This is an optimization exercise on Yosys and OpenROAD, whose aim is small area, not a production implementation.
Function was checked by simulation only, so behaviour that the tests miss may differ from the original.
Power and IR drop assume default switching activity.

== pepper ==
## pm2_cpu
module pm2_cpu (
    input  wire        clk,
    input  wire        rst,           
    output reg         mem_req,
    output reg         mem_we,
    output reg         mem_word,
    output reg  [31:0] mem_addr,
    output reg  [31:0] mem_wdata,
    input  wire [31:0] mem_rdata,
    input  wire        mem_ready,
    output wire        halted
);
Size: about 1600 cells after synthesis, roughly 680 flip-flops.
clock: 12.0 ns
lec_check: 0
cap_margin: 20
core_margin: 2
core_utilization: 65
gpl_timing_driven: 0
slew_margin: 20
standard.sh (not shown) runs the stock make flow with config.mk's settings and CLKGATE_MAP_FILE= SYNTH_SCRIPT=/design/flow/synth_recipe.tcl, a recipe that flattens the netlist after the stock synthesis.
==> flow/flow/run.sh <==
#!/bin/bash
set -e
export BUFFER_PORTS_ARGS="-buffer_cell sky130_fd_sc_hd__buf_1"
export CTS_ARGS="-sink_clustering_enable -repair_clock_nets -dont_use_dummy_load -buf_list sky130_fd_sc_hd__clkbuf_8 -sink_clustering_size 16 -sink_clustering_max_diameter 50"
bash standard.sh > standard.log 2>&1
### pepper -> amber
- a deleted GPL_TIMING_DRIVEN that had been 0
- a change of CORE_UTILIZATION from 65 to 55
==> flow/flow/run.sh <==
#!/bin/bash
set -e
export BUFFER_PORTS_ARGS="-buffer_cell sky130_fd_sc_hd__buf_1"
export CTS_ARGS="-sink_clustering_enable -repair_clock_nets -dont_use_dummy_load -buf_list sky130_fd_sc_hd__clkbuf_8 -sink_clustering_size 20 -sink_clustering_max_diameter 50"
bash standard.sh > standard.log 2>&1
==> run summary <==
amber went all the way through synthesis, placement and routing and the layout is clean on timing, DRC and antenna.
Diff pepper -> amber: power of the combinational group now sits lower, register cell area after layout now sits at about the same level, setup slack now sits higher, multi-input gate count now sits at about the same level, tap cell count now sits higher.
Changes observed in amber relative to pepper: post-layout utilization of the core down 12 points; cell area down 0.90%.
In amber the ratio of final minimum period to clock period turned out 3.5 points lower than in pepper.
Compared with pepper, amber is more frugal on power.
amber against pepper: wire length reported by the detailed router now sits lower, placeable core region grew by 19%.
diff inputs: amber => yarrow
==> flow/flow/run.sh <==
#!/bin/bash
set -e
export BUFFER_PORTS_ARGS="-buffer_cell sky130_fd_sc_hd__buf_1"
export CTS_ARGS="-sink_clustering_enable -repair_clock_nets -dont_use_dummy_load -buf_list sky130_fd_sc_hd__clkbuf_4 -sink_clustering_size 10 -sink_clustering_max_diameter 30"
bash standard.sh > standard.log 2>&1
==> run summary <==
- Final hold slack for yarrow: 0.0032 ns down relative to amber
- Between amber and yarrow, the difference in maximum operating frequency is negligible.
- Re count of clock tree sinks: no difference whatsoever between amber and yarrow.
#### Input delta (cedar over yarrow)
==> flow/flow/run.sh <==
#!/bin/bash
set -e
export BUFFER_PORTS_ARGS="-buffer_cell sky130_fd_sc_hd__buf_1"
export CTS_ARGS="-sink_clustering_enable -repair_clock_nets -dont_use_dummy_load -buf_list sky130_fd_sc_hd__clkbuf_16 -sink_clustering_size 40 -sink_clustering_max_diameter 60"
bash standard.sh > standard.log 2>&1
- Between yarrow and cedar, the difference in async set-or-reset flop fraction in the synthesized netlist is negligible.
- Between cedar and yarrow, it is cedar whose total routed wirelength is lower, by 1.0%.
- Per the comparison of cedar with yarrow, relative contribution of combinational cells to total power now smaller, first-pass GRT wire length saw a decrease, area added between synthesis and finish moved up, final area increased 0.65%, utilization went up by 0.39 points.
- From yarrow to cedar, post-cts gate resize count did not move at all.
Edits applied to the flow inputs when going from cedar to sierra:
- CAP_MARGIN: 20 -> 0
- SLEW_MARGIN: 20 -> 0
==> flow/flow/run.sh <==
#!/bin/bash
set -e
export BUFFER_PORTS_ARGS="-buffer_cell sky130_fd_sc_hd__buf_1"
export CTS_ARGS="-sink_clustering_enable -repair_clock_nets -dont_use_dummy_load -buf_list sky130_fd_sc_hd__clkbuf_8 -sink_clustering_size 20 -sink_clustering_max_diameter 50"
bash standard.sh > standard.log 2>&1
--- outcome ---
- As far as post-synthesis adder-cell area fraction goes, sierra and cedar are indistinguishable; the numbers are identical.
- Re switching power as a share of total power: sierra is 0.73 points up on cedar.
- Diff cedar -> sierra | worst hold slack | increase of 0.0043 ns
- sierra vs. cedar: met3 capacity usage during global routing went down by 0.38 points.
- The total routed wirelength on cedar is in line with that on sierra.
- For ratio of final minimum period to clock period, cedar and sierra come out practically identical.
- Diff cedar -> sierra: area growth from synthesis to layout fell 1.4 points; global-route wire length before repair saw little to no change; final non-filler cell area -290 um^2.

---

P:
pm2_cpu, a different RTL version from the one above (not shown whole).
Size: roughly 1600 cells after synthesis, roughly 100 I/O pins, about 20000 sq um of cells after synthesis.
==> flow/config.mk <==
export PLATFORM = sky130hd
export DESIGN_NAME = pm2_cpu
export DESIGN_NICKNAME = pm2_cpu
export VERILOG_FILES = /design/flow/design.v
export SDC_FILE = /design/flow/constraint.sdc
export NUM_CORES = 4
export LEC_CHECK = 0
export CAP_MARGIN = 20
export CORE_MARGIN = 2
export CORE_UTILIZATION = 65
export SLEW_MARGIN = 20
==> flow/constraint.sdc <==
create_clock -name core_clock -period 12.0 [get_ports {clk}]
set_input_delay 2.4000 -clock core_clock [delete_from_list [all_inputs] [get_ports {clk}]]
set_output_delay 2.4000 -clock core_clock [all_outputs]
set_load 0.01 [all_outputs]
==> flow/flow/run.sh <==
#!/bin/bash
set -e
export BUFFER_PORTS_ARGS="-buffer_cell sky130_fd_sc_hd__buf_1"
export CTS_ARGS="-sink_clustering_enable -repair_clock_nets -dont_use_dummy_load -buf_list sky130_fd_sc_hd__clkbuf_8 -sink_clustering_size 18 -sink_clustering_max_diameter 80"
bash standard.sh > standard.log 2>&1
What Q does differently from P at the input level:
# P
export LEC_CHECK = 0
export CAP_MARGIN = 20
export CORE_MARGIN = 2
export CORE_UTILIZATION = 65
export SLEW_MARGIN = 20
create_clock -name core_clock -period 12.0 [get_ports {clk}]
# Q
export LEC_CHECK = 0
export CAP_MARGIN = 20
export CORE_MARGIN = 2
export CORE_UTILIZATION = 55
export SLEW_MARGIN = 20
create_clock -name core_clock -period 12.0 [get_ports {clk}]
==> flow/flow/run.sh <==
#!/bin/bash
set -e
export BUFFER_PORTS_ARGS="-buffer_cell sky130_fd_sc_hd__buf_1"
export CTS_ARGS="-sink_clustering_enable -repair_clock_nets -dont_use_dummy_load -buf_list sky130_fd_sc_hd__clkbuf_8 -sink_clustering_size 20 -sink_clustering_max_diameter 50"
bash standard.sh > standard.log 2>&1
### Flow results
Met1 track utilization from global routing: Q lower than P. Looking at total design power across P and Q, the one that comes out higher is Q. Via count: Q vs P down 178.
#### Input delta (R over Q)
# Q
export LEC_CHECK = 0
export CAP_MARGIN = 20
export CORE_MARGIN = 2
export CORE_UTILIZATION = 55
export SLEW_MARGIN = 20
create_clock -name core_clock -period 12.0 [get_ports {clk}]
# R
export LEC_CHECK = 0
export ABC_AREA = 1
export CAP_MARGIN = 20
export CORE_MARGIN = 2
export CORE_UTILIZATION = 55
export SLEW_MARGIN = 20
create_clock -name core_clock -period 12.0 [get_ports {clk}]
==> flow/flow/run.sh <==
#!/bin/bash
set -e
export BUFFER_PORTS_ARGS="-buffer_cell sky130_fd_sc_hd__buf_1"
export CTS_ARGS="-sink_clustering_enable -repair_clock_nets -dont_use_dummy_load -buf_list sky130_fd_sc_hd__clkbuf_8 -sink_clustering_size 20 -sink_clustering_max_diameter 60"
bash standard.sh > standard.log 2>&1
Findings:
- R has power density over the cells above what Q had.
- The effective utilization at floorplan in R sits 0.33 points below the value recorded for Q.
- [compare] base=Q new=R: cell count along the critical path went up by about 6%; share of final layout cell area taken by non-clock buffers decreased 0.27 points.
Setup changes, R to S
# R
export LEC_CHECK = 0
export ABC_AREA = 1
export CAP_MARGIN = 20
export CORE_MARGIN = 2
export CORE_UTILIZATION = 55
export SLEW_MARGIN = 20
create_clock -name core_clock -period 12.0 [get_ports {clk}]
# S
export LEC_CHECK = 0
export CAP_MARGIN = 20
export CORE_MARGIN = 2
export CORE_UTILIZATION = 55
export SLEW_MARGIN = 20
create_clock -name core_clock -period 12.0 [get_ports {clk}]
### Flow results
S completed; timing, DRC and antenna clean. Compare R and S | worst stage delay on the critical path lower: S. Row area of the multi-input gates: S higher / R lower. On global-route usage: S sits below R. The run showing the greater count of clock-net buffers in the final layout is R. Cmp S vs R: logic gate share of total power higher in S. STATUS clock skew: S wins against R.

---

raven:
The RTL this note starts from:
==> flow/design.v <==
module pm2_cpu (
    input  wire        clk,
    input  wire        rst,           
    output reg         mem_req,
    output reg         mem_we,
    output reg         mem_word,
    output reg  [31:0] mem_addr,
    output reg  [31:0] mem_wdata,
    input  wire [31:0] mem_rdata,
    input  wire        mem_ready,
    output wire        halted
);
    localparam [3:0] S_CLR  = 4'd0,    
                     S_F1   = 4'd1,    
                     S_F2   = 4'd2,    
                     S_MEM  = 4'd3,    
                     S_MD   = 4'd4,    
                     S_HALT = 4'd5,
                     S_ALU  = 4'd8,    
                     S_ADR  = 4'd9,    
                     S_LOAD = 4'd10,   
                     S_WR   = 4'd11,   
                     S_FIN  = 4'd12,   
                     S_JMP  = 4'd13;   
    reg  [3:0]   state;
    reg  [2:0]   ph;         
    reg  [1:0]   rc;         
    reg          inpass;     
    reg  [31:0]  Q, T, H;
    reg          zf, cy, cip, zacc, hs;
    reg  [2:0]   k;          
    reg          o7, o4;
    reg  [3:0]   o;
    reg  [3:0]   rd, p1, p2;
    reg  [511:0] rf;
    reg  [31:0]  ipr;
    assign halted = (state == S_HALT);
    wire ph0   = (ph == 3'd0);
    wire ph7   = (ph == 3'd7);
    wire pass  = state[3];
    wire act   = pass & (inpass | ph0);
    wire fin   = act & ph7;
    wire xfer  = mem_req & mem_ready;
    wire clr   = (state == S_CLR);
    wire [3:0] d1 = rf[{p1, 5'd0} +: 4];
    wire [3:0] d2 = rf[{p2, 5'd0} +: 4];
    wire       sub  = o[0] & ~o[2];
    wire       cin  = ph0 ? sub : cy;
    wire [4:0] asum = {1'b0, d1} + {1'b0, d2 ^ {4{sub}}} + {4'd0, cin};
    reg  [3:0] alu_r;
    always @(*) begin
        case ({o[3], o[2:0]})
            4'hC:    alu_r = d1 & d2;
            4'hD:    alu_r = d1 | d2;
            4'hE:    alu_r = d1 ^ d2;
            4'hF:    alu_r = ~d1;
            4'h0:    alu_r = d1 ^ d2;           
            default: alu_r = asum[3:0];         
        endcase
    end
    wire [3:0] ipsrc = (state == S_JMP) ? Q[3:0] : ipr[3:0];
    wire [2:0] kk    = (state == S_ADR) ? {o7, ~o7} : k;
    wire [4:0] ipsum = {1'b0, ipsrc} + {2'b0, ph0 ? kk : {2'b0, cip}};
    wire [3:0] ipnew = ipsum[3:0];
    wire       ip_we = (act & (state != S_ADR) & (state != S_LOAD)) | clr;
    wire [3:0] qtop  = (state == S_LOAD) ? d1 : ipnew;
    always @(posedge clk)
        ipr <= {ip_we ? (ipnew & {4{~clr}}) : ipr[3:0], ipr[31:4]};
    wire       ldb_hi = o7 & ~o4 & o[0] & (ph[2] | ph[1]);
    wire [3:0] wsrc   = (~o7 & ~o[0]) ? H[3:0] : Q[3:0];    
    wire [3:0] wq     = wsrc & {4{~ldb_hi}};
    wire       wr_en  = act & (((state == S_ALU) & o[3]) | (state == S_WR));
    wire [3:0] wdig   = clr ? 4'd0 : (state == S_ALU) ? alu_r : wq;
    wire [3:0] zdig   = (state == S_ALU) ? alu_r : (state == S_LOAD) ? d2 : wq;
    wire       znext  = (ph0 | zacc) & (zdig == 4'd0);
    genvar r;
    generate
        for (r = 0; r < 16; r = r + 1) begin : g_rf
            wire we = clr | (wr_en & (rd == r));
            always @(posedge clk)
                rf[r*32 +: 32] <= {we ? wdig : rf[r*32 +: 4], rf[r*32+4 +: 28]};
        end
    endgenerate
    wire        mulop = ~o[0];
    wire [32:0] ma = {H, Q[31] & ~mulop};
    wire [32:0] mb = mulop ? {1'b0, T & {32{Q[31]}}} : {~hs, T ^ {32{~hs}}};
    wire [32:0] ms;
    wire [20:0] mcy;
    assign mcy[0] = ~mulop & ~hs;
    genvar i;
    generate
        for (i = 0; i < 20; i = i + 1) begin : g_madd
            assign ms[i]    = ma[i] ^ mb[i] ^ mcy[i];
            assign mcy[i+1] = (ma[i] & mb[i]) | (mcy[i] & (ma[i] ^ mb[i]));
        end
    endgenerate
    assign ms[32:20] = ma[32:20] + mb[32:20] + {12'd0, mcy[20]};
    wire [7:0] op = mem_rdata[31:24];
    wire [7:0] b1 = mem_rdata[23:16];
    wire [7:0] b2 = mem_rdata[15:8];
    wire [7:0] b3 = mem_rdata[7:0];
    wire h1 = |b1[7:4];
    wire h2 = |b2[7:4];
    wire h3 = |b3[7:4];
    wire f_rrr  = (op[7:3] == 5'b01011) & (op[2:0] != 3'd7);
    wire f_rr   = (op == 8'h5F) | (op == 8'h60);
    wire f_md   = (op[7:1] == 7'b0101101);
    wire f_6    = (op[7:2] == 6'b100000) | (op == 8'h90);
    wire f_jmp  = (op == 8'h08);
    wire f_br   = (op[7:1] == 7'b0001000);
    wire f_take = op[0] ^ zf;
    wire f_halt = (op == 8'hFF);
    wire f_reg  = f_6 | f_rrr | f_rr;
    wire f_bad  = h1 | ((f_rrr | f_rr) & h2) | (f_rrr & h3);
    wire f_go   = f_jmp | (f_br & f_take);
    wire [3:0] f_next = f_halt ? S_HALT :
                        (f_reg & ~f_bad) ? (f_6 ? S_ADR : f_md ? S_LOAD : S_ALU) :
                        f_go ? S_ADR : S_FIN;
    wire [2:0] f_k    = f_6 ? 3'd6 : f_rrr ? 3'd4 : f_rr ? 3'd3 :
                        f_go ? 3'd0 : f_br ? 3'd5 : 3'd1;
    always @(*) begin
        mem_req   = (state == S_F1) | (state == S_F2) | (state == S_MEM);
        mem_we    = (state == S_MEM) & o[1];
        mem_word  = ~((state == S_MEM) & o[0]);
        mem_addr  = Q;
        mem_wdata = T;
    end
    always @(posedge clk) begin
        H  <= (state == S_LOAD || state == S_WR) ? {4'd0, H[31:4]} : ms[31:0];
        hs <= (state == S_MD) & ms[32];
    end
    always @(posedge clk) begin
        ph <= ph + 3'd1;
        if (act) begin
            zacc <= znext;
            cy   <= asum[4];
            cip  <= ipsum[4];
        end
        if (rst) begin
            state  <= S_CLR;
            ph     <= 3'd0;
            inpass <= 1'b0;
            zf     <= 1'b0;
            k      <= 3'd0;
        end else begin
            inpass <= act & ~ph7;
            case (state)
                S_CLR: if (ph7) state <= S_FIN;
                S_F1: if (xfer) begin
                    o7 <= op[7];
                    o4 <= op[4];
                    o  <= op[3:0];
                    rd <= b1[3:0];
                    p1 <= b2[3:0];
                    p2 <= (op[7] | ~op[3]) ? b1[3:0] : b3[3:0];
                    k  <= f_k;
                    state <= f_next;
                end
                S_F2: if (xfer) begin
                    Q <= mem_rdata;
                    if (!o7)
                        state <= (!o4 && mem_rdata[31:24] != 8'd0) ? S_HALT : S_JMP;
                    else
                        state <= o4 ? S_WR : S_MEM;
                end
                S_MEM: if (xfer) begin
                    Q     <= mem_rdata;
                    state <= o[1] ? S_FIN : S_WR;
                end
                S_MD: begin
                    Q  <= {Q[30:0], ~ms[32]};
                    if (ph7) begin
                        rc <= rc + 2'd1;
                        if (rc == 2'd3)
                            state <= S_WR;
                    end
                end
                S_HALT: ;    
                default: if (act) begin    
                    Q <= {qtop, Q[31:4]};
                    if (state == S_ADR || state == S_LOAD)
                        T <= {d2, T[31:4]};
                    rc <= 2'd0;
                    if (ph7) begin
                        case (state)
                            S_ALU:   zf <= znext;
                            S_WR:    if (!o7) zf <= znext;
                            default: ;
                        endcase
                        case (state)
                            S_ADR:   state <= S_F2;
                            S_LOAD:  state <= (o[0] & znext) ? S_FIN : S_MD;
                            default: state <= S_F1;
                        endcase
                    end
                end
            endcase
        end
    end
endmodule
Settings: LEC_CHECK=0, CAP_MARGIN=20, CORE_MARGIN=2, CORE_UTILIZATION=55, SLEW_MARGIN=20; clock period 12.0 ns.
==> flow/flow/run.sh <==
#!/bin/bash
set -e
export BUFFER_PORTS_ARGS="-buffer_cell sky130_fd_sc_hd__buf_1"
export CTS_ARGS="-sink_clustering_enable -repair_clock_nets -dont_use_dummy_load -buf_list sky130_fd_sc_hd__clkbuf_8 -sink_clustering_size 20 -sink_clustering_max_diameter 70"
bash standard.sh > standard.log 2>&1
The final layout from raven, which completed every stage, passed the timing, design-rule and antenna checks at the end of the flow.
What fjord does differently from raven at the input level:
==> flow/flow/run.sh <==
#!/bin/bash
set -e
export BUFFER_PORTS_ARGS="-buffer_cell sky130_fd_sc_hd__buf_1"
export CTS_ARGS="-sink_clustering_enable -repair_clock_nets -dont_use_dummy_load -buf_list sky130_fd_sc_hd__clkbuf_8 -sink_clustering_size 20 -sink_clustering_max_diameter 60"
bash standard.sh > standard.log 2>&1
-- flow/config.mk --
<<< raven, line 8
export CAP_MARGIN = 20
export CORE_MARGIN = 2
export CORE_UTILIZATION = 55
export SLEW_MARGIN = 20
>>> fjord, line 8
export CAP_MARGIN = 20
export CORE_MARGIN = 2
export CORE_UTILIZATION = 45
export SLEW_MARGIN = 20
## What came out
Post-layout net count delta (raven -> fjord): insignificant. As far as multi-input logic area is concerned, fjord and raven perform about the same. Per the comparison of fjord with raven, wire length rose about 5.5%; final non-filler cell total rose 6.3%; time the worst path needs with I/O delays and setup fell 0.053 ns; net count of the mapped netlist about even. fjord ends up with a achievable frequency that is about 0.47% higher than in raven. There was hardly any difference in fraction of power spent switching nets between raven and fjord.
For violet, these inputs were changed with respect to fjord:
==> flow/flow/run.sh <==
#!/bin/bash
set -e
export BUFFER_PORTS_ARGS="-buffer_cell sky130_fd_sc_hd__buf_1"
export CTS_ARGS="-sink_clustering_enable -repair_clock_nets -dont_use_dummy_load -buf_list sky130_fd_sc_hd__clkbuf_8 -sink_clustering_size 18 -sink_clustering_max_diameter 80"
bash standard.sh > standard.log 2>&1
-- flow/config.mk --
<<< fjord, line 8
export CAP_MARGIN = 20
export CORE_MARGIN = 2
export CORE_UTILIZATION = 45
export SLEW_MARGIN = 20
>>> violet, line 8
export CAP_MARGIN = 20
export CORE_MARGIN = 2
export CORE_UTILIZATION = 55
export SLEW_MARGIN = 20
==> comparison <==
violet finished all stages; the layout is clean.
Per the final summary, fjord finished and its layout is clean on timing, DRC and antenna.
violet ended up with a higher share of power burned in registers than fjord did.
[compare] base=fjord new=violet: minimum clock period after layout rose 0.046 ns; maximum clock frequency -0.41%.
> inputs changed (violet -> maple)
-- flow/config.mk --
<<< violet, line 9
export CORE_MARGIN = 2
export CORE_UTILIZATION = 55
export SLEW_MARGIN = 20
>>> maple, line 9
export CORE_MARGIN = 2
export CORE_UTILIZATION = 55
export PLACE_DENSITY = 0.8
export SLEW_MARGIN = 20
- Looking only at worst hold margin, and setting everything else aside, the higher value of violet and maple goes to violet.
- The higher met3 layer wire length in the routed design of violet and maple is in maple.
- In maple relative to violet, via count had gone up by a few percent.
- Diff violet -> maple | fmax | decrease of about 0.5%

what the ideal ports hide:
No port has a modelled driver above. Below, the same layouts with a new extraction and two added sets of constraints. Step 1, drivers: a clkbuf_16 drives clk and a buf_2 each remaining input, both assumed. Step 2 adds t to the input delays and takes it off the output delays; t is the mean of the earliest and latest rising clock arrival at the registers after step 1. Input paths then give back, and output paths get back, about the clock's delay inside the block. Slacks: ideal ports / drivers / drivers and shift; pairs: ideal ports / drivers.
run	t (ns)	slack for setup (ns)	clock arrival spread, ns	slew at the worst register clock pin (ns)	worst data-port slew with drivers (ns)
pepper	0.603	0.585 / 0.585 / 0.585	0.077 / 0.077	0.10 / 0.10	0.03
amber	0.659	1.005 / 1.005 / 1.005	0.078 / 0.078	0.11 / 0.11	0.04
yarrow	0.801	1.011 / 1.011 / 1.011	0.108 / 0.108	0.10 / 0.10	0.04
cedar	0.601	1.001 / 1.001 / 1.001	0.070 / 0.070	0.12 / 0.12	0.04
sierra	0.659	1.005 / 1.005 / 1.005	0.078 / 0.078	0.11 / 0.11	0.04
P	0.619	0.550 / 0.550 / 0.550	0.035 / 0.035	0.12 / 0.12	0.06
Q	0.673	0.692 / 0.692 / 0.692	0.108 / 0.108	0.11 / 0.11	0.06
R	0.671	0.551 / 0.551 / 0.551	0.082 / 0.082	0.11 / 0.11	0.05
S	0.665	0.685 / 0.685 / 0.685	0.074 / 0.073	0.11 / 0.11	0.06
raven	0.658	0.682 / 0.682 / 0.682	0.080 / 0.081	0.12 / 0.12	0.06
fjord	0.662	0.735 / 0.735 / 0.735	0.106 / 0.106	0.11 / 0.11	0.06
violet	0.658	0.688 / 0.688 / 0.688	0.046 / 0.046	0.12 / 0.12	0.06
maple	0.631	0.634 / 0.634 / 0.634	0.052 / 0.053	0.12 / 0.12	0.04
After both steps every run listed still meets setup and hold.
